What follows belongs to an exercise in optimizing a design on an open flow for small area, a short achievable clock period and few clock cycles; a production flow would make more cautious choices.
In this exercise RTL edits were held to simulation tests only and were not proved equivalent to the original.
Power and IR drop assume default switching activity.

==> flow/design.v (outline; a module is shown in full before it is edited, if it fits) <==
// module gemm_w1: 139 lines
// module gemm_b1: 14 lines
// module gemm_da_tab: 2502 lines
// module gemm_da_init: 52 lines
// module int8_gemm_kernel: 508 lines
module int8_gemm_kernel (
    input  wire        clk,
    input  wire        rst_n,
    input  wire        reg_valid,
    input  wire        reg_write,
    input  wire [3:0]  reg_addr,
    input  wire [31:0] reg_wdata,
    output reg  [31:0] reg_rdata,
    input  wire        rx_toggle,
    input  wire [7:0]  rx_data,
    output wire        irq
);
  // ...
==> flow/run.sh <==
#!/bin/bash
# synth_recipe.tcl (not shown) runs the flow's synth.tcl, then flattens the netlist and writes it again
# the make line also repeats each setting of config.mk as NAME=value (left out here)
make -C /OpenROAD-flow-scripts/flow DESIGN_CONFIG=/design/flow/config.mk WORK_HOME=/design/flow/orfs CLKGATE_MAP_FILE= SYNTH_SCRIPT=/design/flow/synth_recipe.tcl finish
==> flow/config.mk <==
export PLATFORM = sky130hd
export DESIGN_NAME = int8_gemm_kernel
export DESIGN_NICKNAME = int8_gemm_kernel
export VERILOG_FILES = /design/flow/design.v
export SDC_FILE = /design/flow/constraint.sdc
export NUM_CORES = 4
export LEC_CHECK = 0
export CAP_MARGIN = 30
export CORE_MARGIN = 2
export CORE_UTILIZATION = 35
export PLACE_DENSITY = 0.55
export SETUP_SLACK_MARGIN = 5
export SLEW_MARGIN = 30
export SYNTH_MEMORY_MAX_BITS = 131072
export TNS_END_PERCENT = 20
==> flow/constraint.sdc <==
create_clock -name core_clock -period 12.0 [get_ports {clk}]
set_input_delay 2.4000 -clock core_clock [delete_from_list [all_inputs] [get_ports {clk}]]
set_output_delay 2.4000 -clock core_clock [all_outputs]
set_load 0.01 [all_outputs]
==> metrics.cfg, run 1 <==
[run_status]
status = finished clean

[cts]
cts_buffers = 153
h-tree-depth = 4

[global_route]
overflow = 0
grt_use_met3_pct = 17.3

[synthesis]
synth_cells = 12300
synthAdderAreaFrac_pct = 18.5
synth_xor_area_share_pct = 1.90
synth_seq_cells = 1193
synthSimpleGateAreaFrac_pct = 14.4

[power_and_ir_drop]
total_leakage_power_nw = 49.2
p_per_area_nw_per_um2 = 250

[floorplan]
initial_core_util_pct = 35.2
rows = 205
fp.dieH_um = 564

[sta]
period_share_pct = 60.7
rsz0062_at_grt = yes
tns_ps = 0
timing.hold.ws_ps = 392
post-route-min-period_ps = 7280
final-hold-violation-count = 0

[cells_and_area]
multi_input_comb_area_um2 = 71000
final_common_cell = nand2_1
clkCellAreaFrac_pct = 3.76
ff_latch_area_um2 = 35000
fillers = 31000
n_all_buffers = 694
diodes = 72
nMultiInputCombCells = 9119

[route]
dr_wl_met3_um = 104000
wirelength_um = 644000
post-route-drc-count = 0

[hold_path]
hold_path.class = reg2reg
holdPathEnd = sync[1]
worstHoldPathCells = 0
min_from = sync[0]

[flow_run]
max_cap_viol_count = 0

[setup_path]
crit_path_frequent_cell = fa_1
rrSetupSlack_ps = 4720
path_class = reg2reg
critPathTopFamily = compound AO/OA/AOI/OAI gates
cp-endpoint = acc[12][18]
rr_endpoint = acc[12][18]
worst-path-stages = 24

[place]
placed_cells = 15800

Testbench counts, summed over its fixed seeds: cycles 4,352.
==> module int8_gemm_kernel, before the edit <==
module int8_gemm_kernel (
    input  wire        clk,
    input  wire        rst_n,
    input  wire        reg_valid,
    input  wire        reg_write,
    input  wire [3:0]  reg_addr,
    input  wire [31:0] reg_wdata,
    output reg  [31:0] reg_rdata,
    input  wire        rx_toggle,
    input  wire [7:0]  rx_data,
    output wire        irq
);
    localparam integer CAP      = 32;
    localparam integer ABUF_LEN = 16;
    localparam integer ACC_LEN  = 16;
    localparam integer AW       = 20;      
    localparam [31:0] ID_WORD  = 32'h49384731;
    localparam [31:0] CFG_WORD = 32'h03080020;
    localparam [31:0] LDIM1    = 32'h00100020;
    localparam [31:0] LDIM2    = 32'h00100010;
    localparam [31:0] LDIM3    = 32'h000A0010;
    localparam [3:0] A_ID = 4'd0, A_CFG = 4'd1, A_CTRL = 4'd2, A_STATUS = 4'd3,
                     A_CURSOR = 4'd4, A_CMD = 4'd5, A_RESULT = 4'd6,
                     A_MADDR = 4'd7, A_MDATA = 4'd8, A_LDIM1 = 4'd9,
                     A_LDIM2 = 4'd10, A_LDIM3 = 4'd11;
    localparam [3:0] E_ILLEGAL = 4'd1, E_SB_NOT_READY = 4'd2, E_LEN = 4'd3,
                     E_CMD_BUSY = 4'd4;
    reg [2:0]  ctrl;
    reg        ready, busy, done, err;
    reg [3:0]  errcode;
    reg [4:0]  cursor;
    reg [3:0]  result_idx;
    reg [15:0] maddr_index;
    reg [1:0]  maddr_space;
    reg        m_sb, m_abuf, m_acc;    
    reg [7:0]    sb   [0:CAP-1];
    reg [6:0]    abuf [0:ABUF_LEN-1];
    reg [AW-1:0] acc  [0:ACC_LEN-1];
    reg [AW-1:0] acc1 [0:ACC_LEN-1];
    reg [1:0]  sync;
    reg        rx_last;
    reg [1:0]  prime;
    reg        c_ill, c_gemm, c_req, c_arg, c_rel, c_src;
    reg [1:0]  c_layer;
    reg        dec;        
    reg        run23;      
    reg        runl1;      
    reg        runarg;     
    reg [1:0]  amph;       
    wire       am_ok = (amph == 2'd2);
    reg        xv;         
    reg [15:0] xb;         
    reg [2:0]  xbit;
    reg        first;      
    reg [2:0]  fb;         
    reg        fmore;      
    reg        iv;         
    reg [1:0]  istep;      
    reg [4:0]  ipos;
    reg [7:0]  ix;
    reg [8:0]  inx;        
    wire wr = reg_valid && reg_write;
    wire rd = reg_valid && !reg_write;
    wire wr_ctrl   = wr && (reg_addr == A_CTRL);
    wire wr_status = wr && (reg_addr == A_STATUS);
    wire wr_cmd    = wr && (reg_addr == A_CMD);
    wire wr_maddr  = wr && (reg_addr == A_MADDR);
    wire cmd_accept = wr_cmd && !busy;
    wire cmd_reject = wr_cmd &&  busy;
    wire sync_out   = sync[1];
    wire byte_event = (prime == 2'd0) && (sync_out != rx_last);
    wire byte_store = byte_event && !ready;
    wire byte_fill  = byte_store && (cursor == CAP - 1);
    always @(posedge clk or negedge rst_n) begin
        if (!rst_n) begin
            sync    <= 2'b00;
            rx_last <= 1'b0;
            prime   <= 2'd3;
        end else begin
            sync <= {sync[0], rx_toggle};
            if (prime != 2'd0) begin
                rx_last <= sync_out;
                prime   <= prime - 2'd1;
            end else if (sync_out != rx_last) begin
                rx_last <= sync_out;
            end
        end
    end
    always @(posedge clk or negedge rst_n) begin
        if (!rst_n)
            cursor <= 5'd0;
        else if (byte_store)
            cursor <= byte_fill ? 5'd0 : cursor + 5'd1;
    end
    always @(posedge clk) begin
        if (byte_store)
            sb[cursor] <= rx_data;
    end
    wire [3:0] w_op    = reg_wdata[3:0];
    wire [1:0] w_layer = reg_wdata[5:4];
    wire       w_src   = reg_wdata[6];
    reg w_ill;
    always @(*) begin
        if (|reg_wdata[31:7])
            w_ill = 1'b1;
        else case (w_op)
            4'h0, 4'h4: w_ill = (w_layer != 2'd0) || w_src;
            4'h1:       w_ill = (w_layer == 2'd0);
            4'h2, 4'h3: w_ill = (w_layer == 2'd0) || w_src;
            default:    w_ill = 1'b1;
        endcase
    end
    always @(posedge clk) begin
        if (cmd_accept) begin
            c_ill   <= w_ill;
            c_gemm  <= w_op == 4'h1;
            c_req   <= w_op == 4'h2;
            c_arg   <= w_op == 4'h3;
            c_rel   <= w_op == 4'h4;
            c_src   <= w_src;
            c_layer <= w_layer;
        end
    end
    wire e_ill  = c_ill;
    wire e_sb   = !c_ill && c_gemm && !c_src && !ready;
    wire e_len  = !c_ill && c_gemm && c_src && (c_layer == 2'd1);
    wire c_bad  = e_ill || e_sb || e_len;
    wire ok     = dec && !c_bad;
    wire ok_l1  = ok && c_gemm && (c_layer == 2'd1);
    wire ok_g23 = ok && c_gemm && (c_layer != 2'd1);
    wire ok_req = ok && c_req;
    wire ok_arg = (ok && c_arg || runarg) && am_ok;
    function [2*AW-1:0] csa(input [AW-1:0] a, input [AW-1:0] b, input [AW-1:0] c);
        csa = {((a & b) | (a & c) | (b & c)) << 1, a ^ b ^ c};
    endfunction
    function [AW-1:0] cpa(input [AW-1:0] a, input [AW-1:0] b, input cin);
        reg [AW-1:0] g, p, pp, cy;
        integer lv, i, jj;
        begin
            g  = a & b;
            p  = a ^ b;
            pp = p;
            g[0] = g[0] | (p[0] & cin);
            for (lv = 0; (1 << lv) < AW; lv = lv + 1)
                for (i = AW - 1; i >= 0; i = i - 1)
                    if ((i >> lv) & 1) begin
                        jj = ((i >> lv) << lv) - 1;
                        g[i]  = g[i] | (pp[i] & g[jj]);
                        pp[i] = pp[i] & pp[jj];
                    end
            cy  = {g[AW-2:0], cin};
            cpa = p ^ cy;
        end
    endfunction
    wire       i_on   = byte_store || iv;
    wire       n_more = iv && (istep != 2'd3);
    wire [1:0] n_step = byte_store ? 2'd1 : n_more ? istep + 2'd1 : 2'd0;
    wire [4:0] n_pos  = (iv && !byte_store) ? ipos : cursor;
    wire [31:0]     w1;
    wire [4*AW-1:0] b1;
    gemm_w1 u_w1 (.pos(n_pos), .step(n_step), .w(w1));
    gemm_b1 u_b1 (.step(istep), .b(b1));
    function [11:0] booth4(input [7:0] w);
        integer q;
        reg [2:0] t;
        begin
            for (q = 0; q < 4; q = q + 1) begin
                t = {w[2*q+1], w[2*q], (q == 0) ? 1'b0 : w[2*q-1]};
                booth4[3*q+2] = t[2] && !(t[1] && t[0]);
                booth4[3*q+1] = (t == 3'b011) || (t == 3'b100);
                booth4[3*q]   = t[1] ^ t[0];
            end
        end
    endfunction
    reg [47:0] w1r;        
    reg        ifirst;     
    reg        cur0;       
    reg signed [AW-1:0] ilane [0:3];
    reg [AW-1:0] xp, xn, pr0, pr1, pr2, pr3, bs, m;
    reg [2*AW-1:0] c1, c2, c3;
    reg [2:0] dg;
    integer l, q;
    always @(*) begin
        xp = {{(AW-8){ix[7]}}, ix};
        xn = {{(AW-9){inx[8]}}, inx};
        for (l = 0; l < 4; l = l + 1) begin
            for (q = 0; q < 4; q = q + 1) begin
                dg = w1r[12*l+3*q +: 3];
                m  = dg[2] ? ((dg[0] ? xn : 0) | (dg[1] ? xn << 1 : 0))
                           : ((dg[0] ? xp : 0) | (dg[1] ? xp << 1 : 0));
                case (q)
                    0: pr0 = m;
                    1: pr1 = m << 2;
                    2: pr2 = m << 4;
                    3: pr3 = m << 6;
                endcase
            end
            bs = (iv ? ifirst : cur0) ? b1[AW*l +: AW] : acc1[l];
            c1 = csa(pr0, pr1, pr2);
            c2 = csa(c1[AW-1:0], c1[2*AW-1:AW], pr3);
            c3 = csa(c2[AW-1:0], c2[2*AW-1:AW], bs);
            ilane[l] = cpa(c3[AW-1:0], c3[2*AW-1:AW], 1'b0);
        end
    end
    always @(posedge clk or negedge rst_n) begin
        if (!rst_n) begin
            iv    <= 1'b0;
            istep <= 2'd0;
            cur0  <= 1'b1;
        end else begin
            if (byte_store) begin
                iv    <= 1'b1;
                istep <= 2'd1;
                cur0  <= byte_fill;
            end else if (iv) begin
                istep <= istep + 2'd1;
                if (istep == 2'd3)
                    iv <= 1'b0;
            end
        end
    end
    always @(posedge clk) begin
        if (sync[0] != sync[1]) begin
            ix  <= rx_data;
            inx <= -{rx_data[7], rx_data};
        end
        if (byte_store) begin
            ipos   <= cursor;
            ifirst <= cur0;
        end
        for (l = 0; l < 4; l = l + 1)
            w1r[12*l +: 12] <= booth4(w1[8*l +: 8]);
    end
    wire l3 = (c_layer == 2'd3);
    wire [16*4*10-1:0] tab;
    wire [16*AW-1:0]   q2;
    wire [15:0]        rb;
    gemm_da_tab  u_tab  (.l3(l3), .x(xb), .t(tab));
    gemm_da_init u_init (.l3(l3), .sb(!c_src), .bit_idx(xbit), .q2(q2), .rb(rb));
    wire g_run  = dec ? ok_g23 : run23;
    wire g_live = xv && g_run;
    wire g_last = g_live && (xbit == 3'd0);
    localparam integer LW = 13;
    function [2*LW-1:0] csa13(input [LW-1:0] a, input [LW-1:0] b, input [LW-1:0] c);
        csa13 = {((a & b) | (a & c) | (b & c)) << 1, a ^ b ^ c};
    endfunction
    function [LW-1:0] cpa13(input [LW-1:0] a, input [LW-1:0] b, input cin);
        reg [LW-1:0] g, p, pp, cy;
        integer lv, i, jj;
        begin
            g  = a & b;
            p  = a ^ b;
            pp = p;
            g[0] = g[0] | (p[0] & cin);
            for (lv = 0; (1 << lv) < LW; lv = lv + 1)
                for (i = LW - 1; i >= 0; i = i - 1)
                    if ((i >> lv) & 1) begin
                        jj = ((i >> lv) << lv) - 1;
                        g[i]  = g[i] | (pp[i] & g[jj]);
                        pp[i] = pp[i] & pp[jj];
                    end
            cy    = {g[LW-2:0], cin};
            cpa13 = p ^ cy;
        end
    endfunction
    reg [AW-1:0] lane_sum [0:15];
    reg [LW-1:0] d0, d1, d2, d3, dl, lo;
    reg [AW-13:0] dh, dh1;
    reg [2*LW-1:0] e1, e2, e3;
    integer j;
    always @(*) begin
        for (j = 0; j < 16; j = j + 1) begin
            d0 = tab[40*j +: 10];
            d1 = tab[40*j+10 +: 10];
            d2 = tab[40*j+20 +: 10];
            d3 = tab[40*j+30 +: 10];
            dl = first ? {1'b0, q2[AW*j +: 12]} : {1'b0, acc[j][10:0], 1'b0};
            dh = first ? q2[AW*j+12 +: AW-12] : acc[j][AW-2:11];
            dh1 = dh + 1'b1;
            e1 = csa13(d0, d1, d2);
            e2 = csa13(e1[LW-1:0], e1[2*LW-1:LW], d3);
            e3 = csa13(e2[LW-1:0], e2[2*LW-1:LW], dl);
            lo = cpa13(e3[LW-1:0], e3[2*LW-1:LW], rb[j]);
            lane_sum[j] = {lo[12] ? dh1 : dh, lo[11:0]};
        end
    end
    function [15:0] plane(input src, input [2:0] b);
        integer i;
        for (i = 0; i < 16; i = i + 1)
            plane[i] = src ? abuf[i][b] : (sb[i][b] ^ (b == 3'd7));
    endfunction
    wire l1_copy = (ok_l1 || runl1) && !iv;
    function [6:0] req_f(input [AW-1:0] a);
        if (a[AW-1])
            req_f = 7'd0;
        else if (|a[AW-2:15])
            req_f = 7'd127;
        else
            req_f = a[14:8];
    endfunction
    reg [15:0] am16;
    reg [9:0]  am10;
    function [15:0] elim2(input [15:0] a, input [15:0] h, input [15:0] lo);
        reg x, y, z;
        begin
            x = |(a & h);
            y = |(a & h & lo);
            z = |(a & lo);
            elim2 = a & (h | {16{!x}}) & (lo | {16{!(x ? y : z)}});
        end
    endfunction
    function [15:0] elim1(input [15:0] a, input [15:0] h);
        elim1 = (|(a & h)) ? (a & h) : a;
    endfunction
    reg [15:0] bv [0:AW-1];
    integer k, bi;
    always @(*)
        for (bi = 0; bi < AW; bi = bi + 1)
            for (k = 0; k < 16; k = k + 1)
                bv[bi][k] = acc[k][bi] ^ (bi == AW - 1);
    wire [15:0] g0_16 = elim1(elim2(elim2(elim2(16'hffff, bv[19], bv[18]), bv[17], bv[16]),
                                    bv[15], bv[14]), bv[13]);
    wire [15:0] g0_10 = elim1(elim2(elim2(elim2(16'h03ff, bv[19], bv[18]), bv[17], bv[16]),
                                    bv[15], bv[14]), bv[13]);
    wire [15:0] g1_16 = elim1(elim2(elim2(elim2(am16, bv[12], bv[11]), bv[10], bv[9]),
                                    bv[8], bv[7]), bv[6]);
    wire [15:0] g1_10 = elim1(elim2(elim2(elim2({6'd0, am10}, bv[12], bv[11]), bv[10], bv[9]),
                                    bv[8], bv[7]), bv[6]);
    wire [15:0] e16   = elim2(elim2(elim2(am16, bv[5], bv[4]), bv[3], bv[2]), bv[1], bv[0]);
    wire [15:0] e10   = elim2(elim2(elim2({6'd0, am10}, bv[5], bv[4]), bv[3], bv[2]), bv[1], bv[0]);
    function [3:0] first_set(input [15:0] v);
        integer q;
        begin
            first_set = 4'd0;
            for (q = 15; q >= 0; q = q - 1)
                if (v[q]) first_set = q;
        end
    endfunction
    wire [3:0] amax = l3 ? first_set({6'd0, e10[9:0]}) : first_set(e16);
    wire acc_wr;
    always @(posedge clk or negedge rst_n) begin
        if (!rst_n) begin
            amph <= 2'd0;
            am16 <= 16'hffff;
            am10 <= 10'h3ff;
        end else if (acc_wr) begin
            amph <= 2'd0;
            am16 <= 16'hffff;
            am10 <= 10'h3ff;
        end else if (amph != 2'd2) begin
            amph <= amph + 2'd1;
            am16 <= (amph == 2'd0) ? g0_16 : g1_16;
            am10 <= (amph == 2'd0) ? g0_10[9:0] : g1_10[9:0];
        end
    end
    wire g_fetch = g_run && fmore;
    always @(posedge clk or negedge rst_n) begin
        if (!rst_n) begin
            dec   <= 1'b0;
            run23 <= 1'b0;
            runl1 <= 1'b0;
            runarg <= 1'b0;
            xv    <= 1'b0;
            fmore <= 1'b0;
        end else begin
            dec <= cmd_accept;
            if (ok_g23 && !g_last)
                run23 <= 1'b1;
            else if (g_last)
                run23 <= 1'b0;
            runl1 <= (ok_l1 || runl1) && !l1_copy;
            runarg <= (ok && c_arg || runarg) && !am_ok;
            if (cmd_accept) begin
                xv    <= 1'b1;
                fmore <= 1'b1;
            end else if (g_fetch) begin
                xv    <= 1'b1;
                fmore <= (fb != 3'd0);
            end else begin
                xv    <= 1'b0;
                fmore <= 1'b0;
            end
        end
    end
    always @(posedge clk) begin
        if (cmd_accept) begin
            xb   <= plane(w_src, w_src ? 3'd6 : 3'd7);
            xbit <= w_src ? 3'd6 : 3'd7;
            first <= 1'b1;
            fb   <= w_src ? 3'd5 : 3'd6;
        end else if (g_fetch) begin
            xb   <= plane(c_src, fb);
            xbit <= fb;
            first <= 1'b0;
            fb   <= fb - 3'd1;
        end
    end
    assign acc_wr = l1_copy || g_live;
    always @(posedge clk) begin
        for (j = 0; j < 16; j = j + 1) begin
            if (i_on)
                acc1[j] <= (j >= 12) ? ilane[j % 4] : acc1[j + 4];
            if (l1_copy)
                acc[j] <= acc1[j];
            else if (g_live && (j < 10 || !l3))
                acc[j] <= lane_sum[j];
            if (ok_req && (j < 10 || !l3))
                abuf[j] <= req_f(acc[j]);
        end
    end
    always @(posedge clk or negedge rst_n) begin
        if (!rst_n)
            result_idx <= 4'd0;
        else if (ok_arg)
            result_idx <= amax;
    end
    wire eng_err     = dec && c_bad;
    wire eng_done    = (ok && !c_gemm && !c_arg) || ok_arg || l1_copy || g_last;
    wire eng_release = ok && c_rel;
    wire [3:0] eng_code = e_ill ? E_ILLEGAL : e_sb ? E_SB_NOT_READY : E_LEN;
    reg        n_ready, n_busy, n_done, n_err;
    reg [3:0]  n_errcode;
    always @(*) begin
        n_ready   = ready;
        n_busy    = busy;
        n_done    = done;
        n_err     = err;
        n_errcode = errcode;
        if (wr_status) begin
            if (reg_wdata[2]) n_done = 1'b0;
            if (reg_wdata[3]) begin n_err = 1'b0; n_errcode = 4'd0; end
        end
        if (cmd_accept)
            n_busy = 1'b1;
        if (cmd_reject) begin
            if (!n_err) n_errcode = E_CMD_BUSY;
            n_err = 1'b1;
        end
        if (byte_fill)
            n_ready = 1'b1;
        if (eng_done) begin
            n_done = 1'b1;
            n_busy = 1'b0;
            if (eng_release) n_ready = 1'b0;
        end
        if (eng_err) begin
            if (!n_err) n_errcode = eng_code;
            n_err  = 1'b1;
            n_busy = 1'b0;
        end
    end
    always @(posedge clk or negedge rst_n) begin
        if (!rst_n) begin
            ready       <= 1'b0;
            busy        <= 1'b0;
            done        <= 1'b0;
            err         <= 1'b0;
            errcode     <= 4'd0;
            ctrl        <= 3'd0;
            maddr_index <= 16'd0;
            maddr_space <= 2'd0;
            m_sb        <= 1'b1;
            m_abuf      <= 1'b0;
            m_acc       <= 1'b0;
        end else begin
            ready   <= n_ready;
            busy    <= n_busy;
            done    <= n_done;
            err     <= n_err;
            errcode <= n_errcode;
            if (wr_ctrl)
                ctrl <= reg_wdata[2:0];
            if (wr_maddr) begin
                maddr_index <= reg_wdata[15:0];
                maddr_space <= reg_wdata[17:16];
                m_sb        <= reg_wdata[17:16] == 2'd0 && reg_wdata[15:5] == 11'd0;
                m_abuf      <= reg_wdata[17:16] == 2'd1 && reg_wdata[15:4] == 12'd0;
                m_acc       <= reg_wdata[17:16] == 2'd2 && reg_wdata[15:4] == 12'd0;
            end
        end
    end
    wire [7:0]    sb_sel   = sb[maddr_index[4:0]];
    wire [6:0]    abuf_sel = abuf[maddr_index[3:0]];
    wire [AW-1:0] acc_sel  = acc[maddr_index[3:0]];
    wire [31:0] mdata = ({32{m_sb}}   & {{24{sb_sel[7]}}, sb_sel})
                      | ({32{m_abuf}} & {25'd0, abuf_sel})
                      | ({32{m_acc}}  & {{(32-AW){acc_sel[AW-1]}}, acc_sel});
    always @(*) begin
        reg_rdata = 32'd0;
        if (rst_n && rd) begin
            case (reg_addr)
                A_ID:     reg_rdata = ID_WORD;
                A_CFG:    reg_rdata = CFG_WORD;
                A_CTRL:   reg_rdata = {29'd0, ctrl};
                A_STATUS: reg_rdata = {20'd0, errcode, 4'd0, err, done, busy, ready};
                A_CURSOR: reg_rdata = {27'd0, cursor};
                A_RESULT: reg_rdata = {28'd0, result_idx};
                A_MADDR:  reg_rdata = {14'd0, maddr_space, maddr_index};
                A_MDATA:  reg_rdata = mdata;
                A_LDIM1:  reg_rdata = LDIM1;
                A_LDIM2:  reg_rdata = LDIM2;
                A_LDIM3:  reg_rdata = LDIM3;
                default:  reg_rdata = 32'd0;
            endcase
        end
    end
    assign irq = (ready && ctrl[0]) || (done && ctrl[1]) || (err && ctrl[2]);
endmodule
==> run 2, diff against run 1 <==
--- a/flow/design.v
+++ b/flow/design.v
@@ -2763,2 +2763,12 @@
     reg        fmore;      
+    reg        j_l3, j_src, j_sp;    
+    reg        sp_run;     
+    reg        sp_done;    
+    reg        sp_l3;      
+    reg        c_usesp;    
+    reg        spwait;     
+    reg        a1_l1;      
+    reg        rc_on;
+    reg [1:0]  rc_st;
+    reg [4:0]  rc_pos;
     reg        iv;         
@@ -2828,4 +2838,9 @@
             c_layer <= w_layer;
+            c_usesp <= w_usesp;
         end
     end
+    wire w_gemm  = (w_op == 4'h1);
+    wire w_usesp = w_gemm && w_src && !(|reg_wdata[31:7]) && (w_layer == {1'b1, sp_l3})
+                   && (sp_run || sp_done);
+    wire d_take  = cmd_accept && w_gemm && !w_usesp;    
     wire e_ill  = c_ill;
@@ -2861,6 +2876,10 @@
     endfunction
-    wire       i_on   = byte_store || iv;
+    localparam [1:0] RC_LOAD = 2'd0, RC_TRIG = 2'd1, RC_WAIT = 2'd2;
+    wire       rc_load = rc_on && (rc_st == RC_LOAD);
+    wire       rc_trig = rc_on && (rc_st == RC_TRIG);
+    wire       i_start = byte_store || rc_trig;
+    wire       i_on   = i_start || iv;
     wire       n_more = iv && (istep != 2'd3);
-    wire [1:0] n_step = byte_store ? 2'd1 : n_more ? istep + 2'd1 : 2'd0;
-    wire [4:0] n_pos  = (iv && !byte_store) ? ipos : cursor;
+    wire [1:0] n_step = i_start ? 2'd1 : n_more ? istep + 2'd1 : 2'd0;
+    wire [4:0] n_pos  = (iv && !i_start) ? ipos : rc_on ? rc_pos : cursor;
     wire [31:0]     w1;
@@ -2904,3 +2923,3 @@
             end
-            bs = (iv ? ifirst : cur0) ? b1[AW*l +: AW] : acc1[l];
+            bs = (iv ? ifirst : rc_on ? (rc_pos == 5'd0) : cur0) ? b1[AW*l +: AW] : acc1[l];
             c1 = csa(pr0, pr1, pr2);
@@ -2917,6 +2936,7 @@
         end else begin
-            if (byte_store) begin
+            if (byte_store)
+                cur0  <= byte_fill;
+            if (i_start) begin
                 iv    <= 1'b1;
                 istep <= 2'd1;
-                cur0  <= byte_fill;
             end else if (iv) begin
@@ -2929,3 +2949,6 @@
     always @(posedge clk) begin
-        if (sync[0] != sync[1]) begin
+        if (rc_load) begin
+            ix  <= sb[rc_pos];
+            inx <= -{sb[rc_pos][7], sb[rc_pos]};
+        end else if (!rc_on && sync[0] != sync[1]) begin
             ix  <= rx_data;
@@ -2933,5 +2956,5 @@
         end
-        if (byte_store) begin
-            ipos   <= cursor;
-            ifirst <= cur0;
+        if (i_start) begin
+            ipos   <= rc_on ? rc_pos : cursor;
+            ifirst <= rc_on ? (rc_pos == 5'd0) : cur0;
         end
@@ -2944,7 +2967,15 @@
     wire [15:0]        rb;
-    gemm_da_tab  u_tab  (.l3(l3), .x(xb), .t(tab));
-    gemm_da_init u_init (.l3(l3), .sb(!c_src), .bit_idx(xbit), .q2(q2), .rb(rb));
-    wire g_run  = dec ? ok_g23 : run23;
-    wire g_live = xv && g_run;
-    wire g_last = g_live && (xbit == 3'd0);
+    gemm_da_tab  u_tab  (.l3(j_l3), .x(xb), .t(tab));
+    gemm_da_init u_init (.l3(j_l3), .sb(!j_src), .bit_idx(xbit), .q2(q2), .rb(rb));
+    wire g_run   = dec ? (ok_g23 && !c_usesp) : run23;
+    wire g_live  = xv && g_run && !j_sp;
+    wire g_last  = g_live && (xbit == 3'd0);
+    wire sp_live = xv && sp_run && j_sp;
+    wire sp_last = sp_live && (xbit == 3'd0);
+    wire d_run   = j_sp ? sp_run : g_run;
+    wire spcmd   = (ok_g23 && c_usesp) || spwait;
+    wire sp_copy = spcmd && sp_done;
+    wire sp_fin  = spcmd && sp_last;
+    wire sp_start = ok_req && (c_layer != 2'd3) && ready && !iv && !rc_on;
+    wire sp_stop  = d_take || (ok && (c_req || c_rel));
     localparam integer LW = 13;
@@ -2975,2 +3006,3 @@
     reg [AW-13:0] dh, dh1;
+    reg [AW-1:0] da;
     reg [2*LW-1:0] e1, e2, e3;
@@ -2983,4 +3015,5 @@
             d3 = tab[40*j+30 +: 10];
-            dl = first ? {1'b0, q2[AW*j +: 12]} : {1'b0, acc[j][10:0], 1'b0};
-            dh = first ? q2[AW*j+12 +: AW-12] : acc[j][AW-2:11];
+            da = j_sp ? acc1[j] : acc[j];
+            dl = first ? {1'b0, q2[AW*j +: 12]} : {1'b0, da[10:0], 1'b0};
+            dh = first ? q2[AW*j+12 +: AW-12] : da[AW-2:11];
             dh1 = dh + 1'b1;
@@ -2998,3 +3031,5 @@
     endfunction
-    wire l1_copy = (ok_l1 || runl1) && !iv;
+    wire l1_need  = ok_l1 || runl1;
+    wire l1_copy  = l1_need && !iv && !rc_on && a1_l1;
+    wire rc_begin = l1_need && !iv && !rc_on && !a1_l1;
     function [6:0] req_f(input [AW-1:0] a);
@@ -3062,3 +3097,7 @@
     end
-    wire g_fetch = g_run && fmore;
+    reg [15:0] rq6;
+    always @(*)
+        for (j = 0; j < 16; j = j + 1)
+            rq6[j] = req_f(acc[j]) >> 6;
+    wire d_fetch = d_run && fmore;
     always @(posedge clk or negedge rst_n) begin
@@ -3071,5 +3110,14 @@
             fmore <= 1'b0;
+            j_sp  <= 1'b0;
+            sp_run  <= 1'b0;
+            sp_done <= 1'b0;
+            sp_l3   <= 1'b0;
+            spwait  <= 1'b0;
+            a1_l1   <= 1'b0;
+            rc_on   <= 1'b0;
+            rc_st   <= RC_LOAD;
+            rc_pos  <= 5'd0;
         end else begin
             dec <= cmd_accept;
-            if (ok_g23 && !g_last)
+            if (ok_g23 && !c_usesp && !g_last)
                 run23 <= 1'b1;
@@ -3077,8 +3125,46 @@
                 run23 <= 1'b0;
-            runl1 <= (ok_l1 || runl1) && !l1_copy;
+            runl1 <= l1_need && !l1_copy;
             runarg <= (ok && c_arg || runarg) && !am_ok;
-            if (cmd_accept) begin
+            spwait <= spcmd && !sp_copy && !sp_fin;
+            if (sp_start) begin
+                sp_run  <= 1'b1;
+                sp_done <= 1'b0;
+                sp_l3   <= (c_layer == 2'd2);
+            end else if (sp_stop) begin
+                sp_run  <= 1'b0;
+                sp_done <= 1'b0;
+            end else if (sp_last) begin
+                sp_run  <= 1'b0;
+                sp_done <= 1'b1;
+            end
+            if (sp_start)
+                a1_l1 <= 1'b0;
+            else if ((byte_store && cur0) || (rc_on && rc_st == RC_WAIT && !iv && rc_pos == 5'd31))
+                a1_l1 <= 1'b1;
+            if (rc_begin) begin
+                rc_on  <= 1'b1;
+                rc_st  <= RC_LOAD;
+                rc_pos <= 5'd0;
+            end else if (rc_on) begin
+                case (rc_st)
+                    RC_LOAD: rc_st <= RC_TRIG;
+                    RC_TRIG: rc_st <= RC_WAIT;
+                    default: if (!iv) begin
+                        rc_st <= RC_LOAD;
+                        if (rc_pos == 5'd31)
+                            rc_on <= 1'b0;
+                        else
+                            rc_pos <= rc_pos + 5'd1;
+                    end
+                endcase
+            end
+            if (d_take) begin
+                xv    <= 1'b1;
+                fmore <= 1'b1;
+                j_sp  <= 1'b0;
+            end else if (sp_start) begin
                 xv    <= 1'b1;
                 fmore <= 1'b1;
-            end else if (g_fetch) begin
+                j_sp  <= 1'b1;
+            end else if (d_fetch) begin
                 xv    <= 1'b1;
@@ -3092,3 +3178,3 @@
     always @(posedge clk) begin
-        if (cmd_accept) begin
+        if (d_take) begin
             xb   <= plane(w_src, w_src ? 3'd6 : 3'd7);
@@ -3097,4 +3183,13 @@
             fb   <= w_src ? 3'd5 : 3'd6;
-        end else if (g_fetch) begin
-            xb   <= plane(c_src, fb);
+            j_l3 <= (w_layer == 2'd3);
+            j_src <= w_src;
+        end else if (sp_start) begin
+            xb   <= rq6;
+            xbit <= 3'd6;
+            first <= 1'b1;
+            fb   <= 3'd5;
+            j_l3 <= (c_layer == 2'd2);
+            j_src <= 1'b1;
+        end else if (d_fetch) begin
+            xb   <= plane(j_src, fb);
             xbit <= fb;
@@ -3104,3 +3199,3 @@
     end
-    assign acc_wr = l1_copy || g_live;
+    assign acc_wr = l1_copy || sp_copy || sp_fin || g_live;
     always @(posedge clk) begin
@@ -3109,5 +3204,7 @@
                 acc1[j] <= (j >= 12) ? ilane[j % 4] : acc1[j + 4];
-            if (l1_copy)
+            else if (sp_live)
+                acc1[j] <= lane_sum[j];
+            if (l1_copy || (sp_copy && (j < 10 || !l3)))
                 acc[j] <= acc1[j];
-            else if (g_live && (j < 10 || !l3))
+            else if ((g_live || sp_fin) && (j < 10 || !l3))
                 acc[j] <= lane_sum[j];
@@ -3124,3 +3221,4 @@
     wire eng_err     = dec && c_bad;
-    wire eng_done    = (ok && !c_gemm && !c_arg) || ok_arg || l1_copy || g_last;
+    wire eng_done    = (ok && !c_gemm && !c_arg) || ok_arg || l1_copy || g_last
+                     || sp_copy || sp_fin;
     wire eng_release = ok && c_rel;
==> run 2 against run 1 <==
Net effect: still clean; critical path depth up 7; clock skew down 14 ps; largest power group unchanged; first-iteration DRC count increased by 3.9%; critical endpoint is now acc[2][18].
==> metrics.cfg, run 2 <==
[run_status]
status = finished clean  ; unchanged

[floorplan]
pin_count = 82  ; unchanged
rows = 213  ; was 205
die_w_um = 587  ; was 564 um
die_area_um2 = 344000  ; was 318000 um2
core_um2 = 337000  ; was 312000 um2
initial_core_util_pct = 35.2  ; about the same
fp.dieH_um = 587  ; was 564 um

[sta]
period_share_pct = 62.0  ; was 60.7%
max_slew_margin_pct = 19.2  ; was 16.0%
timing.hold.ws_ps = 402  ; was 392 ps
worstMarginPinSlew_ps = 1210  ; was 1250 ps
report.final.slew_viol_count = 0  ; unchanged
final-hold-violation-count = 0  ; unchanged
fin_skew_ps = 90.6  ; was 105 ps
tns_ps = 0  ; unchanged
post-route-min-period_ps = 7440  ; was 7280 ps
setup_slack_ps = 4560  ; was 4720 ps
rsz0062_at_grt = yes  ; unchanged
fmax_mhz = 134  ; was 137 MHz
setup_viol = 0  ; unchanged

[cts]
cts_tree = built  ; unchanged
h-tree-depth = 4  ; unchanged
clock-sinks = 1210  ; was 1193
clockBufferDepth = 4  ; unchanged
cts_buffers = 154  ; was 153
path_clk_slew_ps = 80  ; was 70 ps
clk_latency_ps = 900  ; was 860 ps
cts-root-buf = clkbuf_16  ; unchanged

[place]
gp_congestion = 1.11  ; was 1.16
pre_cts_ws_ps = 1900  ; was 2520 ps
io_buffer_count = 81  ; unchanged
placed_cell_area_um2 = 125000  ; was 115000 um2
hpwl_um = 577000  ; was 485000 um

[global_route]
grt_max_degree = 185  ; was 196
antenna_found_initial = 95  ; was 62
grt.busiest_layer = met1  ; was met2
track_usage_pct = 41.5  ; was 38.8%
grt_first_pass_wirelength_um = 988000  ; was 855000 um
grt_pass1_vias = 109000  ; was 98700
met1_usage_pct = 56.8  ; was 50.6%
overflow = 0  ; unchanged
met2_usage_pct = 55.3  ; was 52.2%
grt_use_met3_pct = 18.4  ; was 17.3%

[cells_and_area]
fillers = 33800  ; was 31000
utilization_pct = 41.4  ; was 40.6%
reg_top3 = acc1 x320, acc x320, sb x256  ; unchanged
multi_input_comb_area_um2 = 81000  ; was 71000 um2
area_delta_synth_final_pct = 17.4  ; was 15.3%
final_common_cell = nand2_1  ; unchanged
nNetsFinal = 14600  ; was 13400
ff_latch_area_um2 = 35400  ; was 35000 um2
drive_gt1_share_pct = 18.1  ; was 14.7%
most-common-layout-cells = nand2_1 (1726), edfxtp_1 (1063), nor2_1 (975), o21ai_0 (960), inv_1 (892)  ; was nand2_1 (1268), nor2_1 (1185), edfxtp_1 (1060), inv_1 (910), a21oi_1 (756)
fin_area_um2 = 140000  ; was 127000 um2

[synthesis]
synthFlopType = edfxtp_1  ; unchanged
yosysSeqAreaShare_pct = 29.8  ; was 31.8%
synth_top_area_share_pct = 26.9  ; was 29.0%
synth_edf_count = 1063  ; was 1060
synth_cells = 13400  ; was 12300
synth.net_count = 14700  ; was 13600
yosysTopAreaCell = edfxtp_1  ; unchanged
synth_commonest_cells = nand2_1 (1787), o21ai_0 (1091), nor2_1 (1085)  ; was nand2_1 (1307), nor2_1 (1264), edfxtp_1 (1060)
yosys-top-cells-area = edfxtp_1 (27%), fa_1 (11%), ha_1 (5.9%)  ; was edfxtp_1 (29%), fa_1 (12%), ha_1 (6.5%)
synth_seq_cells = 1210  ; was 1193
yosys_warnings = 11  ; unchanged
synth_most_common_cell = nand2_1  ; unchanged
postSynthAreaPerCell_um2 = 8.87  ; was 8.94 um2
ys_types = 104  ; was 100
synth_area_um2 = 119000  ; was 110000 um2
synthArstFlopShare_pct = 8.10  ; was 7.04%

[power_and_ir_drop]
peakVddDrop_mv = 0.411  ; was 0.416 mV
p_per_area_nw_per_um2 = 282  ; was 250 nW/um2
total_leakage_power_nw = 55.1  ; was 49.2 nW

[setup_path]
cp-end-kind = register  ; unchanged
critPathMaxFanout = 5  ; was 13
critPathMaxStageDelay_ps = 640  ; was 1010 ps
arrival_ps = 8050  ; was 7850 ps
cp_data_required_time_ps = 12600  ; was 12570 ps
path_class = reg2reg  ; unchanged
worst_path_max_delay_cell = a211oi_4  ; was o211ai_1
cp-start-kind = register  ; unchanged

[flow_run]
max_cap_viol_count = 0  ; unchanged

[hold_path]
hold_path.class = reg2reg  ; unchanged

[route]
postRouteAntennaNets = 0  ; unchanged
drtIter0Drc = 21600  ; was 20800
wirelength_um = 745000  ; was 644000 um
via_per_inst = 6.65  ; was 6.70
post-route-drc-count = 0  ; unchanged
num_vias = 120000  ; was 110000
dr.pass1.iters = 10  ; was 11
wl_per_cell_um = 41.3  ; was 39.2 um

-- run 2: cell count changes in the layout (fill, tap and decap cells not counted), sizes merged, moves of 52 or more --
| cell | previous run | this run |
|---|---|---|
| a211oi | 123 | 176 |
| buf | 593 | 806 |
| mux2 | 65 | 119 |
| mux2i | 79 | 212 |
| mux4 | 132 | 227 |
| nand2 | 1309 | 1787 |
| nor2 | 1265 | 1086 |
| o211ai | 152 | 100 |
| o21ai | 900 | 1104 |
-- run 2: cell families (layout without fill, tap and decap cells) --
group                    Yosys count  after routing  synth area share, %
adder cells (fa/ha/maj)         1228           1228                 17.1
buffers and inverters           2065           2113                 6.65
XOR/XNOR                         286            286                 2.11
AO/OA/AOI/OAI                   4003           4005                 22.2
AND/OR/NAND/NOR                 4053           4055                 14.9
flip-flops                      1210           1210                 29.8
multiplexers                     558            558                 7.22
other                              0             67                    0
-- run 2: power breakdown --
part,internal [mW],switching [mW],total (mW),leakage (nW)
logic,9.77,16.8,26.6,41.1
registers,6.66,1.40,8.06,11.6
clock network,2.71,2.10,4.80,2.39
total,19.1,20.3,39.4,55.1
-- run 2: routing by layer --
metal	share of wire [%]	wire, um
met5	0.048	357
met4	5.6	42000
met2	39	290000
met3	16	116000
met1	40	297000
-- run 2: path summary, 6_finish.rpt --
check / start / endpoint / depth (start not counted) / slack, ps
worst min-delay path: sync[0] / sync[1] / 0 / 400
worst max-delay path: xb[9] / acc[2][18] / 31 / 4560
worst max register to register: xb[9] / acc[2][18] / 31 / 4560
min in group asynchronous: rst_n / maddr_index[5] / 1 / 1520
worst min register to register: sync[0] / sync[1] / 0 / 400
max in group asynchronous: rst_n / j_sp / 2 / 9250
-- run 2: worst max-delay path: cells and delay by family, from the launching register on --
family | cells | cell delay [ps]
AND/OR/NAND/NOR | 6 | 620
AO/OA/AOI/OAI | 13 | 3130
flip-flops | 1 | 400
buffers and inverters | 6 | 750
adder cells (fa/ha/maj) | 5 | 1970
multiplexers | 1 | 260
-- run 2: layout make-up --
type	count	share of cell area, %
Antenna cell	67	0.120
Clock buffer	186	2.91
Clock inverter	76	0.611
Inverter	944	2.62
Multi-Input combinational cell	10100	58.0
Sequential cell	1210	25.4
Tap cell	4515	4.05
Timing Repair Buffer	907	6.30
-- run 2: through the flow --
stage               power (mW)  instances
floorplan                 24.0      13400
global placement          32.8      17300
detailed placement        33.0      17300
CTS                       38.1      17900
global route              41.8      18000
finish                    39.4      18000
-- run 2: repair_timing --
action                                  4_1_cts  5_1_grt
hold buffers                                  0        0
setup buffers                               259      112
pin swaps                                   190      110
gates cloned                                 22        5
endpoints found under the setup margin      531      291
resized for setup                          1045      239
Testbench counts of run 2, summed over its fixed seeds: cycles 3,840.
==> run 3, diff against run 2 <==
--- a/flow/config.mk
+++ b/flow/config.mk
@@ -7,2 +7,3 @@
 export LEC_CHECK = 0
+export ABC_AREA = 1
 export CAP_MARGIN = 30
==> run 3 against run 2 <==
Net effect: final area decreased by 1.4%; wire length increased by 7.5%; utilization decreased by 0.79 points; worst hold slack got worse by 9.8 ps; worst setup slack improved by 130 ps; via count increased by 8.4%; register-to-register slack improved by 180 ps; cell count increased by 15%; largest cell class unchanged.
==> metrics.cfg, run 3 <==
[synthesis]
yosysSeqAreaShare_pct = 29.7  ; was 29.8%
synth_seq_cells = 1210  ; unchanged
synth_cells = 15900  ; was 13400
synth_area_um2 = 119000  ; about the same
ys_types = 79  ; was 104
synth_commonest_cells = nand2_1 (3057), inv_1 (2334), o21ai_0 (1775)  ; was nand2_1 (1787), o21ai_0 (1091), nor2_1 (1085)
synth_xor_area_share_pct = 1.93  ; was 2.11%
synth_most_common_cell = nand2_1  ; unchanged
yosys_warnings = 11  ; unchanged
synthArstFlopShare_pct = 8.10  ; unchanged
yosysTopAreaCell = edfxtp_1  ; unchanged
synthFlopType = edfxtp_1  ; unchanged
synth_top_area_share_pct = 26.8  ; was 26.9%
synth_compound_area_share_pct = 20.2  ; was 22.2%
synthAdderAreaFrac_pct = 17.1  ; about the same
synth_edf_count = 1063  ; unchanged
synth.net_count = 17200  ; was 14700
yosys-top-cells-area = edfxtp_1 (27%), fa_1 (11%), nand2_1 (9.6%)  ; was edfxtp_1 (27%), fa_1 (11%), ha_1 (5.9%)
postSynthAreaPerCell_um2 = 7.47  ; was 8.87 um2
synthSimpleGateAreaFrac_pct = 20.7  ; was 14.9%
synth_top_family_by_area = simple AND/OR/NAND/NOR gates  ; was compound AO/OA/AOI/OAI gates
synth_mux_area_share_pct = 0.0273  ; was 7.22%

[place]
pre_cts_ws_ps = 3260  ; was 1900 ps
gp_congestion = 1.17  ; was 1.11
io_buffer_count = 81  ; unchanged
hpwl_um = 640000  ; was 577000 um
placed_cells = 20100  ; was 17300

[setup_path]
cp_data_required_time_ps = 9600  ; was 12600 ps
worstRegToRegCells = 27  ; was 31
path_class = reg2out  ; was reg2reg
critPathMaxFanout = 21  ; was 5
worstPathCellList = inv_1 > nor2_4 > inv_1 > buf_12 > nor2_1 > buf_6 > clkinv_4 > buf_8 > o22ai_1 > nor4_2 > nand3_2 > o211ai_1 > a21oi_2 > a221oi_1 > a21oi_1 > clkdlybuf4s50_1
arrival_ps = 4910  ; was 8050 ps
path_buf_inv = 7  ; was 6
critPathMaxStageDelay_ps = 550  ; was 640 ps
worst_path_max_delay_cell = clkdlybuf4s50_1  ; was a211oi_4
crit_path_frequent_cell = inv_1
cp-start-kind = register  ; unchanged
cp-end-kind = primary output  ; was register
critPathTopFamily = buffers and inverters  ; was compound AO/OA/AOI/OAI gates
worst-path-stages = 16  ; was 31

[cells_and_area]
stdcell_count = 20700  ; was 18000
area_delta_synth_final_pct = 15.6  ; was 17.4%
fillers = 35700  ; was 33800
drive_gt1_share_pct = 11.6  ; was 18.1%
most-common-layout-cells = nand2_1 (2970), inv_1 (2252), o21ai_0 (1671), nor2_1 (1325), edfxtp_1 (1063)  ; was nand2_1 (1726), edfxtp_1 (1063), nor2_1 (975), o21ai_0 (960), inv_1 (892)
final_common_cell = nand2_1  ; unchanged
nNetsFinal = 17300  ; was 14600
reg_top3 = acc1 x320, acc x320, sb x256  ; unchanged

[route]
via_per_inst = 6.28  ; was 6.65
postRouteAntennaNets = 0  ; unchanged
dr.pass1.iters = 7  ; was 10
wl_per_cell_um = 38.7  ; was 41.3 um
drtIter0Drc = 23900  ; was 21600
wirelength_um = 801000  ; was 745000 um
post-route-drc-count = 0  ; unchanged
num_vias = 130000  ; was 120000

[sta]
max_slew_margin_pct = 21.9  ; was 19.2%
fmax_mhz = 137  ; was 134 MHz
final-hold-violation-count = 0  ; unchanged
post-route-min-period_ps = 7310  ; was 7440 ps
setup_viol = 0  ; unchanged
rsz0062_at_grt = yes  ; unchanged
setup_slack_ps = 4690  ; was 4560 ps
timing.hold.ws_ps = 392  ; was 402 ps
fin_skew_ps = 119  ; was 90.6 ps
report.final.slew_viol_count = 0  ; unchanged
period_share_pct = 61.0  ; was 62.0%
worstMarginPinSlew_ps = 1170  ; was 1210 ps
tns_ps = 0  ; unchanged

[cts]
cts_buffers = 159  ; was 154
clk_latency_ps = 910  ; was 900 ps
path_clk_slew_ps = 60  ; was 80 ps
h-tree-depth = 4  ; unchanged
cts_tree = built  ; unchanged
clock-sinks = 1210  ; unchanged
cts_hold_buf = 0  ; unchanged
cts-root-buf = clkbuf_16  ; unchanged
clockBufferDepth = 4  ; unchanged

[floorplan]
die_w_um = 587  ; about the same
fp.dieH_um = 587  ; about the same
pin_count = 82  ; unchanged
rows = 214  ; was 213
core_um2 = 339000  ; was 337000 um2
die_area_um2 = 345000  ; was 344000 um2
initial_core_util_pct = 35.1  ; was 35.2%

[power_and_ir_drop]
total_power_mw = 53.0  ; was 39.4 mW
switching_share_pct = 56.4  ; was 51.5%
power_frac_seq_pct = 16.1  ; was 20.4%
comb_power_share_pct = 74.5  ; was 67.4%
internal_power_mw = 23.1  ; was 19.1 mW
p_clk_share_pct = 9.4  ; was 12.2%
switching_power_mw = 29.9  ; was 20.3 mW
peakVddDrop_mv = 0.468  ; was 0.411 mV
p_per_area_nw_per_um2 = 385  ; was 282 nW/um2
total_leakage_power_nw = 59.7  ; was 55.1 nW

[flow_run]
max_cap_viol_count = 0  ; unchanged

[global_route]
antenna_found_initial = 122  ; was 95
grt_first_pass_wirelength_um = 1050000  ; was 988000 um
grt_pass1_vias = 117000  ; was 109000
grt_max_degree = 121  ; was 185
overflow = 0  ; unchanged
track_usage_pct = 44.4  ; was 41.5%

[run_status]
status = finished clean  ; unchanged

[hold_path]
hold_path.class = reg2reg  ; unchanged
worstHoldPathCells = 0  ; unchanged

-- run 3: cell types whose count changed in the layout (fill, tap and decap cells not counted), moves of 177 or more --
cell,previous run,this run
o22ai_1,79,264
mux4_2,227,0
buf_4,675,462
a21oi_1,735,912
inv_1,892,2252
a22oi_1,335,108
nand2_1,1726,2970
nor2_1,975,1325
mux2i_1,192,1
o21ai_0,960,1671
nand3_1,254,708
-- run 3: repair_timing --
| item | CTS | global route |
|---|---|---|
| resized for setup | 644 | 464 |
| endpoints found under the hold margin | 0 | 0 |
| setup buffers | 86 | 119 |
| endpoints found under the setup margin | 442 | 278 |
| pin swaps | 66 | 130 |
| cloned | 4 | 10 |
-- run 3: routing by layer --
layer / GRT usage, % / wire length, um / vias up
met3: 22.5 / 139000 / 1650
met1: 62.1 / 327000 / 63800
met4: 16.6 / 39200 / 86
met2: 56.8 / 294000 / 10600
met5: 2.52 / 2390 / -
li1: - / - / 53900
-- run 3: through the flow --
stage	util (%)	cell area (um2)
3_3_place_gp	37.0	126000
6_report	40.6	138000
4_1_cts	39.6	134000
2_1_floorplan	-	119000
3_5_place_dp	37.1	126000
5_1_grt	40.5	138000
-- run 3: layout make-up --
| type | instances | area [um2] | share of cell area (%) |
|---|---|---|---|
| repair buffers | 688 | 6680 | 4.85 |
| well taps | 4536 | 5680 | 4.12 |
| flip-flops and latches | 1210 | 35400 | 25.7 |
| repair inverters | 1 | 6.26 | 0.00454 |
| inverters | 2407 | 9260 | 6.73 |
| multi-input cells | 11500 | 75300 | 54.7 |
| diodes | 67 | 168 | 0.122 |
| clock buffers | 202 | 4270 | 3.10 |
| clock inverters | 85 | 868 | 0.631 |
-- run 3: path summary, 6_finish.rpt --
path	start	endpoint	slack [ps]
max	maddr_index[0]	reg_rdata[9]	4690
min	sync[0]	sync[1]	390
max reg2reg	xb[4]	acc[4][19]	4740
min reg2reg	sync[0]	sync[1]	390
max in group asynchronous	rst_n	istep[0]	9120
min in group asynchronous	rst_n	maddr_index[13]	1490
-- run 3: cells by family (layout without fill, tap and decap cells) --
family                     after synthesis  after routing
AOI/OAI and AO/OA                     4124           4124
muxes                                    3              3
other                                    0             67
adders and majority gates             1228           1228
buffers and inverters                 3227           3383
xor gates and xnor gates               263            263
and+or+nand+nor                       5894           5894
DFF                                   1210           1210
-- run 3: power by group through the flow --
stage | combinational, mW | clock (mW) | sequential [mW]
after floorplan | 22.8 | 0 | 7.79
after global placement | 36.5 | 0 | 8.49
after detailed placement | 36.6 | 0 | 8.49
after CTS | 37.2 | 4.95 | 8.42
after global routing | 42.6 | 5.10 | 8.58
final | 39.5 | 4.97 | 8.54
==> run 4, diff against run 3 <==
--- a/flow/design.v
+++ b/flow/design.v
@@ -2764,2 +2764,3 @@
     reg        j_l3, j_src, j_sp;    
+    reg        j_req;      
     reg        sp_run;     
@@ -2767,2 +2768,5 @@
     reg        sp_l3;      
+    reg        sp_pend;    
+    reg        sp_nl3;     
+    reg        abuf_eq;    
     reg        c_usesp;    
@@ -2843,3 +2847,3 @@
     wire w_usesp = w_gemm && w_src && !(|reg_wdata[31:7]) && (w_layer == {1'b1, sp_l3})
-                   && (sp_run || sp_done);
+                   && (sp_run || sp_done) && abuf_eq;
     wire d_take  = cmd_accept && w_gemm && !w_usesp;    
@@ -2978,4 +2982,5 @@
     wire sp_fin  = spcmd && sp_last;
-    wire sp_start = ok_req && (c_layer != 2'd3) && ready && !iv && !rc_on;
-    wire sp_stop  = d_take || (ok && (c_req || c_rel));
+    wire acc_wr;
+    wire sp_start = sp_pend && ready && !iv && !rc_on && !cmd_accept;
+    wire sp_stop  = d_take || acc_wr || (ok && c_rel);
     localparam integer LW = 13;
@@ -3081,3 +3086,2 @@
     wire [3:0] amax = l3 ? first_set({6'd0, e10[9:0]}) : first_set(e16);
-    wire acc_wr;
     always @(posedge clk or negedge rst_n) begin
@@ -3097,6 +3101,10 @@
     end
-    reg [15:0] rq6;
+    reg [6:0]  rqv;
+    reg [15:0] rp6, rpf;
     always @(*)
-        for (j = 0; j < 16; j = j + 1)
-            rq6[j] = req_f(acc[j]) >> 6;
+        for (j = 0; j < 16; j = j + 1) begin
+            rqv    = req_f(acc[j]);
+            rp6[j] = rqv[6];
+            rpf[j] = rqv[fb];
+        end
     wire d_fetch = d_run && fmore;
@@ -3114,2 +3122,5 @@
             sp_l3   <= 1'b0;
+            sp_pend <= 1'b0;
+            sp_nl3  <= 1'b0;
+            abuf_eq <= 1'b0;
             spwait  <= 1'b0;
@@ -3128,2 +3139,11 @@
             spwait <= spcmd && !sp_copy && !sp_fin;
+            sp_pend <= (l1_copy || ((g_last || sp_fin || sp_copy) && !l3)) ||
+                       (sp_pend && !sp_start && !acc_wr && !(ok && c_rel) && !d_take &&
+                        !(cmd_accept && w_usesp));
+            if (acc_wr)
+                sp_nl3 <= !l1_copy;
+            if (acc_wr)
+                abuf_eq <= 1'b0;
+            else if (ok_req && c_layer != 2'd3)
+                abuf_eq <= 1'b1;
             if (sp_start) begin
@@ -3131,3 +3151,3 @@
                 sp_done <= 1'b0;
-                sp_l3   <= (c_layer == 2'd2);
+                sp_l3   <= sp_nl3;
             end else if (sp_stop) begin
@@ -3185,4 +3205,5 @@
             j_src <= w_src;
+            j_req <= 1'b0;
         end else if (sp_start) begin
-            xb   <= rq6;
+            xb   <= rp6;
             xbit <= 3'd6;
@@ -3190,6 +3211,7 @@
             fb   <= 3'd5;
-            j_l3 <= (c_layer == 2'd2);
+            j_l3 <= sp_nl3;
             j_src <= 1'b1;
+            j_req <= 1'b1;
         end else if (d_fetch) begin
-            xb   <= plane(j_src, fb);
+            xb   <= j_req ? rpf : plane(j_src, fb);
             xbit <= fb;
==> run 4 against run 3 <==
Net effect: area after synthesis is 0.71% higher; largest cell class unchanged; fmax is 0.19% higher; critical endpoint is now acc1[5][18]; sequential cell count is 4 higher; clock skew is 1.7 ps lower; global-route usage is 0.91 points higher.
==> metrics.cfg, run 4 <==
[synthesis]
synth_top_area_share_pct = 26.6  ; was 26.8%
yosysSeqAreaShare_pct = 29.6  ; was 29.7%
ys_types = 83  ; was 79
synth_commonest_cells = nand2_1 (3166), inv_1 (2369), o21ai_0 (1828)  ; was nand2_1 (3057), inv_1 (2334), o21ai_0 (1775)
synth_seq_cells = 1214  ; was 1210
yosys-top-cells-area = edfxtp_1 (27%), fa_1 (11%), nand2_1 (9.9%)  ; was edfxtp_1 (27%), fa_1 (11%), nand2_1 (9.6%)
synth_compound_area_share_pct = 20.5  ; was 20.2%
yosys_warnings = 11  ; unchanged
synth_edf_count = 1063  ; unchanged
synth_area_um2 = 120000  ; was 119000 um2
synth_most_common_cell = nand2_1  ; unchanged
postSynthAreaPerCell_um2 = 7.42  ; was 7.47 um2
synth_top_family_by_area = simple AND/OR/NAND/NOR gates  ; unchanged
synthFlopType = edfxtp_1  ; unchanged
synth_cells = 16200  ; was 15900
synth_xor_area_share_pct = 1.91  ; was 1.93%
synthArstFlopShare_pct = 8.32  ; was 8.10%
yosysTopAreaCell = edfxtp_1  ; unchanged
synthSimpleGateAreaFrac_pct = 20.8  ; was 20.7%
synth_mux_area_share_pct = 0.0188  ; was 0.0273%
synth.net_count = 17400  ; was 17200
synthAdderAreaFrac_pct = 16.9  ; was 17.1%

[setup_path]
path_class = reg2reg  ; was reg2out
cp-end-kind = register  ; was primary output
cp_data_required_time_ps = 12560  ; was 9600 ps
cp-start-kind = register  ; unchanged
worstRegToRegCells = 26  ; was 27
critPathMaxFanout = 104  ; was 21
arrival_ps = 7860  ; was 4910 ps

[cells_and_area]
area_delta_synth_final_pct = 15.4  ; was 15.6%
nNetsFinal = 17500  ; was 17300
drive_gt1_share_pct = 11.4  ; was 11.6%
reg_top3 = acc1 x320, acc x320, sb x256  ; unchanged
fillers = 35700  ; about the same
final_common_cell = nand2_1  ; unchanged
most-common-layout-cells = nand2_1 (3085), inv_1 (2264), o21ai_0 (1723), nor2_1 (1320), edfxtp_1 (1063)  ; was nand2_1 (2970), inv_1 (2252), o21ai_0 (1671), nor2_1 (1325), edfxtp_1 (1063)
multi_input_comb_area_um2 = 75700  ; was 75300 um2
ff_latch_area_um2 = 35500  ; was 35400 um2
stdcell_count = 20900  ; was 20700

[place]
io_buffer_count = 81  ; unchanged
placed_cells = 20300  ; was 20100
hpwl_um = 654000  ; was 640000 um
gp_congestion = 1.18  ; was 1.17

[cts]
cts-root-buf = clkbuf_16  ; unchanged
clockBufferDepth = 4  ; unchanged
h-tree-depth = 4  ; unchanged
clk_latency_ps = 930  ; was 910 ps
path_clk_slew_ps = 60  ; about the same
clock-sinks = 1214  ; was 1210
cts_buffers = 157  ; was 159
cts_hold_buf = 0  ; unchanged
cts_tree = built  ; unchanged

[route]
post-route-drc-count = 0  ; unchanged
postRouteAntennaNets = 0  ; unchanged
via_per_inst = 6.36  ; was 6.28
wirelength_um = 820000  ; was 801000 um
drtIter0Drc = 24500  ; was 23900
dr.pass1.iters = 8  ; was 7
wl_per_cell_um = 39.2  ; was 38.7 um
num_vias = 133000  ; was 130000

[sta]
fmax_mhz = 137  ; about the same
post-route-min-period_ps = 7300  ; was 7310 ps
max_slew_margin_pct = 15.1  ; was 21.9%
period_share_pct = 60.8  ; was 61.0%
final-hold-violation-count = 0  ; unchanged
fin_skew_ps = 117  ; was 119 ps
worstMarginPinSlew_ps = 1260  ; was 1170 ps
tns_ps = 0  ; unchanged
rsz0062_at_grt = yes  ; unchanged
report.final.slew_viol_count = 0  ; unchanged
setup_viol = 0  ; unchanged

[floorplan]
rows = 214  ; unchanged
core_um2 = 341000  ; was 339000 um2
pin_count = 82  ; unchanged
initial_core_util_pct = 35.2  ; was 35.1%
die_area_um2 = 347000  ; was 345000 um2
die_w_um = 589  ; was 587 um
fp.dieH_um = 589  ; was 587 um

[global_route]
antenna_found_initial = 99  ; was 122
overflow = 0  ; unchanged
grt_max_degree = 160  ; was 121
grt_first_pass_wirelength_um = 1080000  ; was 1050000 um
grt_pass1_vias = 119000  ; was 117000
track_usage_pct = 45.3  ; was 44.4%

[power_and_ir_drop]
total_power_mw = 54.3  ; was 53.0 mW
p_per_area_nw_per_um2 = 392  ; was 385 nW/um2
peakVddDrop_mv = 0.562  ; was 0.468 mV
total_leakage_power_nw = 60.3  ; was 59.7 nW

[hold_path]
hold_path.class = reg2reg  ; unchanged
worstHoldPathCells = 0  ; unchanged

[run_status]
status = finished clean  ; unchanged

[flow_run]
max_cap_viol_count = 0  ; unchanged

-- run 4: cell count changes in the layout (fill, tap and decap cells not counted), sizes merged, moves of 21 or more --
cell    change
diode      +22
nor3       -39
inv        +25
buf        +21
a221oi     +37
a21oi      +48
o21ai      +46
nand2      +98
nand4      +29
-- run 4: cell families (layout without fill, tap and decap cells) --
family / count (synthesis) / count (layout)
simple gates: 5989 / 5989
compound gates: 4218 / 4218
buf+inv: 3264 / 3423
fa+ha+maj: 1217 / 1217
flops: 1214 / 1214
xor+xnor: 261 / 261
mux: 2 / 2
other cells: 0 / 89
-- run 4: worst max-delay path, cell delays in order (launching register included) --
cell and delay [ps]:
edfxtp_1 320, buf_4 210, buf_8 290, buf_16 500, o21ai_0 310, a21oi_1 570
a21oi_1 310, fa_1 760, fa_1 490, inv_1 90, fa_1 450, ha_1 310
nand3_2 80, nand2_4 150, a21o_1 210, a21o_1 200, nand3_2 80, nand2_2 80
a21o_4 180, a21oi_4 100, inv_2 100, nand2_2 60, or3_4 450, nor3_4 230
xnor2_2 90, nand2_1 80, o21ai_1 70
-- run 4: what timing repair did --
item                                    4_1_cts  5_1_grt
endpoints found under the setup margin      478      264
resized for setup                           669      390
pin swaps                                    63       94
gates cloned                                  5        7
setup buffers                               105      114
-- run 4: area by class of cell --
class	count	area share (%)
antenna	89	0.161
clock buffer	190	3.00
clock inverter	88	0.694
inverter	2438	6.85
multi-input combinational	11700	54.7
sequential	1214	25.6
tap	4536	4.10
timing repair buffer	705	4.88
timing repair inverter	2	0.0163
-- run 4: path summary, 6_finish.rpt --
kind / from / end / slack, ps
max: j_l3 / acc1[5][18] / 4700
min: sync[0] / sync[1] / 420
max reg2reg: j_l3 / acc1[5][18] / 4700
min reg2reg: sync[0] / sync[1] / 420
max in group asynchronous: rst_n / istep[0] / 9250
min in group asynchronous: rst_n / rc_st[1] / 1410
-- run 4: per-layer routing --
layer	wire, um	GRT usage (%)	part of all wire [%]	up-vias
li1	-	-	-	54700
met4	45300	19.9	5.5	84
met3	145000	25.0	18	1833
met1	324000	60.9	40	65400
met2	303000	58.1	37	11200
met5	2320	2.85	0.28	-
-- run 4: power by group --
group | total, mW | switching [mW] | internal, mW
Clock | 5.02 | 2.19 | 2.83
Combinational | 40.7 | 27.6 | 13.2
Sequential | 8.51 | 1.18 | 7.33
-- run 4: per-stage QoR --
step	area [um2]	utilization (%)	hold WS [ps]	setup WS [ps]
global route	138000	40.6	432	4660
global placement	126000	37.1	406	2940
detailed placement	127000	37.2	401	2910
CTS	136000	39.8	421	4770
floorplan	120000	-	373	4640
finish	138000	40.7	418	4700
Testbench counts of run 4, summed over its fixed seeds: cycles 3,328.

[port drivers added, routing unchanged]
No port has a modelled driver above. Below, the same layouts with a new extraction and two added sets of constraints. Step 1 sets driving cells, clkbuf_16 on the clock port and buf_2 on the other inputs (assumed; they add their load-dependent delay and slew). Step 2, shift: input delay + t, output delay - t, t = (earliest + latest rising clock arrival at the registers) / 2. This alone moves slack from input paths to output paths. Slacks: no drivers / after step 1 / after step 2; pairs: no drivers / after step 1.
| run | shift t [ns] | slack for setup (ns) | worst data-port slew with drivers (ns) |
|---|---|---|---|
| run 1 | 0.926 | 4.722 / 4.722 / 4.722 | 0.07 |
| run 2 | 0.962 | 4.555 / 4.555 / 4.555 | 0.06 |
| run 3 | 0.952 | 4.686 / 4.585 / 4.538 | 0.12 |
| run 4 | 0.974 | 4.700 / 4.646 / 4.186 | 0.08 |
After both steps setup and hold are still met in every run listed. For run 4, which loses most, drivers alone change the setup slack by -0.054 ns; drivers and shift together by -0.514 ns.
